Source: an optimization exercise on an open RTL-to-GDS flow (aim: small area, a short achievable clock period and few clock cycles). Production flows keep margins and buffers that such runs may drop.
RTL that was checked went through simulation tests only; none was proved equivalent to the original.

==> inputs of run E <==
// sdrb
module sdrb (
    input  wire        clk,
    input  wire        rst_n,
    input  wire        cmd_valid,
    output wire        cmd_ready,
    input  wire [31:0] cmd_word,
    input  wire [31:0] cmd_arg0,
    input  wire [31:0] cmd_arg1,
    output wire        rsp_valid,
    input  wire        rsp_ready,
    output wire [31:0] rsp_data,
    output wire        rsp_err
);
==> flow/config.mk <==
export PLATFORM = sky130hd
export DESIGN_NAME = sdrb
export DESIGN_NICKNAME = sdrb
export VERILOG_FILES = /design/flow/design.v
export SDC_FILE = /design/flow/constraint.sdc
export NUM_CORES = 8
export LEC_CHECK = 0
export CAP_MARGIN = 20
export CORE_MARGIN = 2
export CORE_UTILIZATION = 25
export SLEW_MARGIN = 20
==> flow/constraint.sdc <==
create_clock -name core_clock -period 60.0 [get_ports {clk}]
set_input_delay 12.0000 -clock core_clock [delete_from_list [all_inputs] [get_ports {clk}]]
set_output_delay 12.0000 -clock core_clock [all_outputs]
set_load 0.01 [all_outputs]
standard.sh (not shown) runs the stock make flow with config.mk's settings and CLKGATE_MAP_FILE= SYNTH_SCRIPT=/design/flow/synth_recipe.tcl, a recipe that flattens the netlist after the stock synthesis.
==> flow/flow/run.sh <==
#!/bin/bash
# Layout flow: the standard flow (standard.sh) with these changes:
#  - ABC maps the logic with flow/abc_map.script (delay target 20 ns, with
#    area recovery) instead of ORFS's abc_speed.script; everything else in
#    synthesis is ORFS's (synth_recipe.tcl), so the registers are the same;
#  - the port buffers ORFS inserts at placement are sky130_fd_sc_hd__buf_2;
#  - clock tree synthesis uses larger sink clusters and no dummy loads.
# Runs in the work folder; the flow's full output goes to standard.log here.
set -o pipefail
rm -rf scripts
cp -r "$FLOW_HOME/scripts" scripts
cp flow/abc_map.script scripts/abc_speed.script
export SCRIPTS_DIR="$PWD/scripts"
export BUFFER_PORTS_ARGS="-buffer_cell sky130_fd_sc_hd__buf_2"
export CTS_ARGS="-sink_clustering_enable -repair_clock_nets -dont_use_dummy_load -sink_clustering_size 20 -sink_clustering_max_diameter 100"
bash standard.sh > standard.log 2>&1
==> flow/flow/abc_map.script <==
&get -n
&st
&synch2
&dch -f
&nf -D 20000
&st
&dch -f
&nf -D 20000
&put
buffer -c
topo
stime -c
upsize -c
dnsize -c
==> inputs of run A, as changes to run E <==
--- a/flow/design.v
+++ b/flow/design.v
@@ -356,21 +356,24 @@
                             opc == OP_GETWC || opc == OP_GETRC || opc == OP_REGRD ||
                             opc == OP_STATCLR || opc == OP_BLKRD ||
                             (opc == OP_BLKWR && (cc || idx[2:1] != 2'd0)));
     wire        pre_run  = rst_q && !eng_on && !omix_job &&
                            (idle_s || state == S_HOLD || (state == S_EXEC && harmless));
-    wire        pre_a0   = pre_run && idle_s && pre == 2'd0;
+    wire        pre_a0   = rst_q && !eng_on && idle_s && pre == 2'd0;
     wire        pre_b0   = pre_run && pre == 2'd1;
     wire        pre_a1   = pre_run && pre[1];
     wire        proc_in  = idle_s && cmd_valid && rdy_q && opc_i == OP_PROCESS;
     wire        go_proc  = ex_proc && !proc_arg && pn0 != 4'd0;
     wire        go_pre   = go_proc && pre == 2'd3 && pn0 != 4'd1;
     wire        go_plain = go_proc && !go_pre;
+    wire        mfast    = ex_go && legal && opc == OP_MIXSTEP && ch0 && !ex_e && pre == 2'd1;
+    wire        fg_in    = idle_s && !eng_on && cmd_valid && rdy_q &&
+                           (opc_i == OP_STEP || opc_i == OP_MIXSTEP);
     wire        a_c      = eng_on ? ta_c : cc;
     wire [4:0]  wc_a     = a_c ? wc1 : wc0;
     wire [23:0] rc_a     = a_c ? rc1 : rc0;
-    wire        doB      = (bg_odd && ta_v) || st_B || go_pre;
+    wire        doB      = (bg_odd && ta_v) || st_B || go_pre || mfast;
     wire        doC      = (bg_odd && tc_v) || st_C || go_pre;
     wire        doD      = (bg_even && td_v) || st_D;
     wire        m2_hi    = bg_odd || st_C || go_pre;
     wire        do_om    = omix_job;
     reg  [3:0]  bsel;
@@ -524,11 +527,11 @@
     wire ex_e    = (ex_err != 3'b000);
     assign rsp_valid = rst_n && rst_q && (ex_rsp || state == S_HOLD);
     assign rsp_data  = (state == S_HOLD) ? rsp_q : (ex_e ? 32'd0 : ex_data);
     assign rsp_err   = (state == S_HOLD) ? rsp_err_q : ex_e;
     wire doA     = (ex_fg && !ex_e && ch_valid) || go_plain || (bg_even && ta_v && !ta_inv);
-    wire doB_y   = (bg_odd && ta_v && !ta_inv) || (st_B && ch_valid) || go_pre;
+    wire doB_y   = (bg_odd && ta_v && !ta_inv) || (st_B && ch_valid) || go_pre || mfast;
     wire        nx_last = ({1'b0, ta_i} + 4'd1 == (ta_c ? eng_n1 : eng_n0));
     wire        nx_v    = !(nx_last && (ta_c || eng_n1 == 4'd0));
     wire        nx_c    = nx_last ? 1'b1 : ta_c;
     wire [2:0]  nx_i    = nx_last ? 3'd0 : ta_i + 3'd1;
     wire        st_cmd = (state == S_EXEC) && (opc == OP_WRITE) && !eng_on;
@@ -605,13 +608,14 @@
             rd_c <= chf_i[0] && (opc_i == OP_READ || opc_i == OP_STEP || opc_i == OP_MIXSTEP);
             rd_0 <= opc_i == OP_READ || opc_i == OP_STEP || opc_i == OP_MIXSTEP ||
                     opc_i == OP_PROCESS;
         end
     end
-    wire x_en = pre_a0 || (pre_a1 && idle_s && proc_in) || (bg_even && ta_v) || ex_fg || go_plain;
+    wire x_en = pre_a0 || fg_in || (pre_a1 && idle_s && proc_in) || (bg_even && ta_v) ||
+                (ex_fg && !mfast) || go_plain;
     always @(posedge clk) begin
-        if (x_en) x_q <= ex_fg ? a0_q : blk_rd;
+        if (x_en) x_q <= fg_in ? cmd_arg0 : ex_fg ? a0_q : blk_rd;
         if (doB || pre_b0) y_q <= (doB_y || pre_b0) ? ad_z : 32'd0;
     end
     always @(posedge clk) begin
         if (ex_go || st_B || st_D || ser) begin
             rsp_q     <= ex_go ? (ex_e ? 32'd0 : ex_data) : (st_B || st_D) ? ad_z : 32'd0;
@@ -651,18 +655,18 @@
     end
     always @(posedge clk) begin
         m1_q  <= m1_z;
         t3_q  <= m2_z;
         rst_q <= rst_n;
-        if (!pre_run || (state == S_EXEC && opc == OP_PROCESS)) pre <= 2'd0;
-        else if (pre_a0)               pre <= 2'd1;
+        if (pre_a0)                    pre <= 2'd1;
+        else if (!pre_run || (state == S_EXEC && opc == OP_PROCESS)) pre <= 2'd0;
         else if (pre_b0)               pre <= 2'd2;
         else if (pre_a1)               pre <= 2'd3;
         if (pre_a0) pre_rc1 <= adv;
         if (pre_b0) pre_wc1 <= adv;
         if (pre_a1) pre_rc2 <= adv;
-        fg_wr <= rst_q && st_B && ch_valid;
+        fg_wr <= rst_q && ((st_B && ch_valid) || mfast);
         rdy_q <= rst_n && rst_q && (state == S_IDLE ? !(cmd_valid && rdy_q) :
                                     state == S_EXEC ? ex_rsp && rsp_ready :
                                     state == S_HOLD && rsp_ready);
         if (!rst_q) begin
             state    <= S_IDLE;
@@ -735,11 +739,11 @@
                     capacity <= {20'd0, a0_q[4:0]};
                 end
                 OP_SETCAPF: if (!ex_e) capacity <= a0_q[24:0];
                 OP_STEP, OP_MIXSTEP: begin
                     if (!ch_valid) st_warn[0] <= 1'b1;
-                    if (ex_long) state <= S_B;
+                    if (ex_long) state <= mfast ? S_C : S_B;
                 end
                 OP_GETWC, OP_GETRC: if (!ch_valid) st_warn[0] <= 1'b1;
                 OP_DERESET, OP_SETDLY: if (!ex_e) begin
                     clamp_q <= 1'b0;
                     fin_c   <= 1'b0;
--- a/flow/flow/run.sh
+++ b/flow/flow/run.sh
@@ -10,7 +10,7 @@
 rm -rf scripts
 cp -r "$FLOW_HOME/scripts" scripts
 cp flow/abc_map.script scripts/abc_speed.script
 export SCRIPTS_DIR="$PWD/scripts"
 export BUFFER_PORTS_ARGS="-buffer_cell sky130_fd_sc_hd__buf_2"
-export CTS_ARGS="-sink_clustering_enable -repair_clock_nets -dont_use_dummy_load -sink_clustering_size 20 -sink_clustering_max_diameter 100"
+export CTS_ARGS="-sink_clustering_enable -repair_clock_nets -dont_use_dummy_load -sink_clustering_size 24 -sink_clustering_max_diameter 110"
 bash standard.sh > standard.log 2>&1
==> notes <==
- Fmax: run A is smaller than run E (about 0.6%).
- Cell count: run E is smaller than run A (about 1.3%).
- Of run E and run A, run E has the higher core utilization (gap 0.055 points).
- Of run A and run E, run A has the higher synthesized cell count (gap about 2%, measured against run E).
Testbench counts of run E, summed over its fixed seeds: cycles 14,162.
Function not checked in run A: the RTL went through the layout flow alone.

## static timing again, ports no longer ideal
No port has a modelled driver above. Below, the same layouts with a new extraction and two added sets of constraints. Step 1 (the two cells are an assumption about what drives the block):
set clk [get_ports {clk}]
set_driving_cell -lib_cell sky130_fd_sc_hd__clkbuf_16 $clk
set_driving_cell -lib_cell sky130_fd_sc_hd__buf_2 [delete_from_list [all_inputs] $clk]
Step 2 also shifts input and output timing later by t, the mid clock arrival at the registers, as if the neighbouring blocks saw the same clock. Slacks: no drivers / after step 1 / after step 2; pairs: no drivers / after step 1.
| run | t (ns) | setup slack, ns | worst register clock-pin slew, ns |
|---|---|---|---|
| run E | 0.942 | 35.532 / 35.504 / 35.504 | 0.10 / 0.10 |
| run A | 1.002 | 35.384 / 35.384 / 35.384 | 0.12 / 0.12 |
After both steps every run listed still meets setup and hold. The setup slack of run E, which loses most, moves by -0.028 ns with the drivers and by -0.028 ns with both steps.
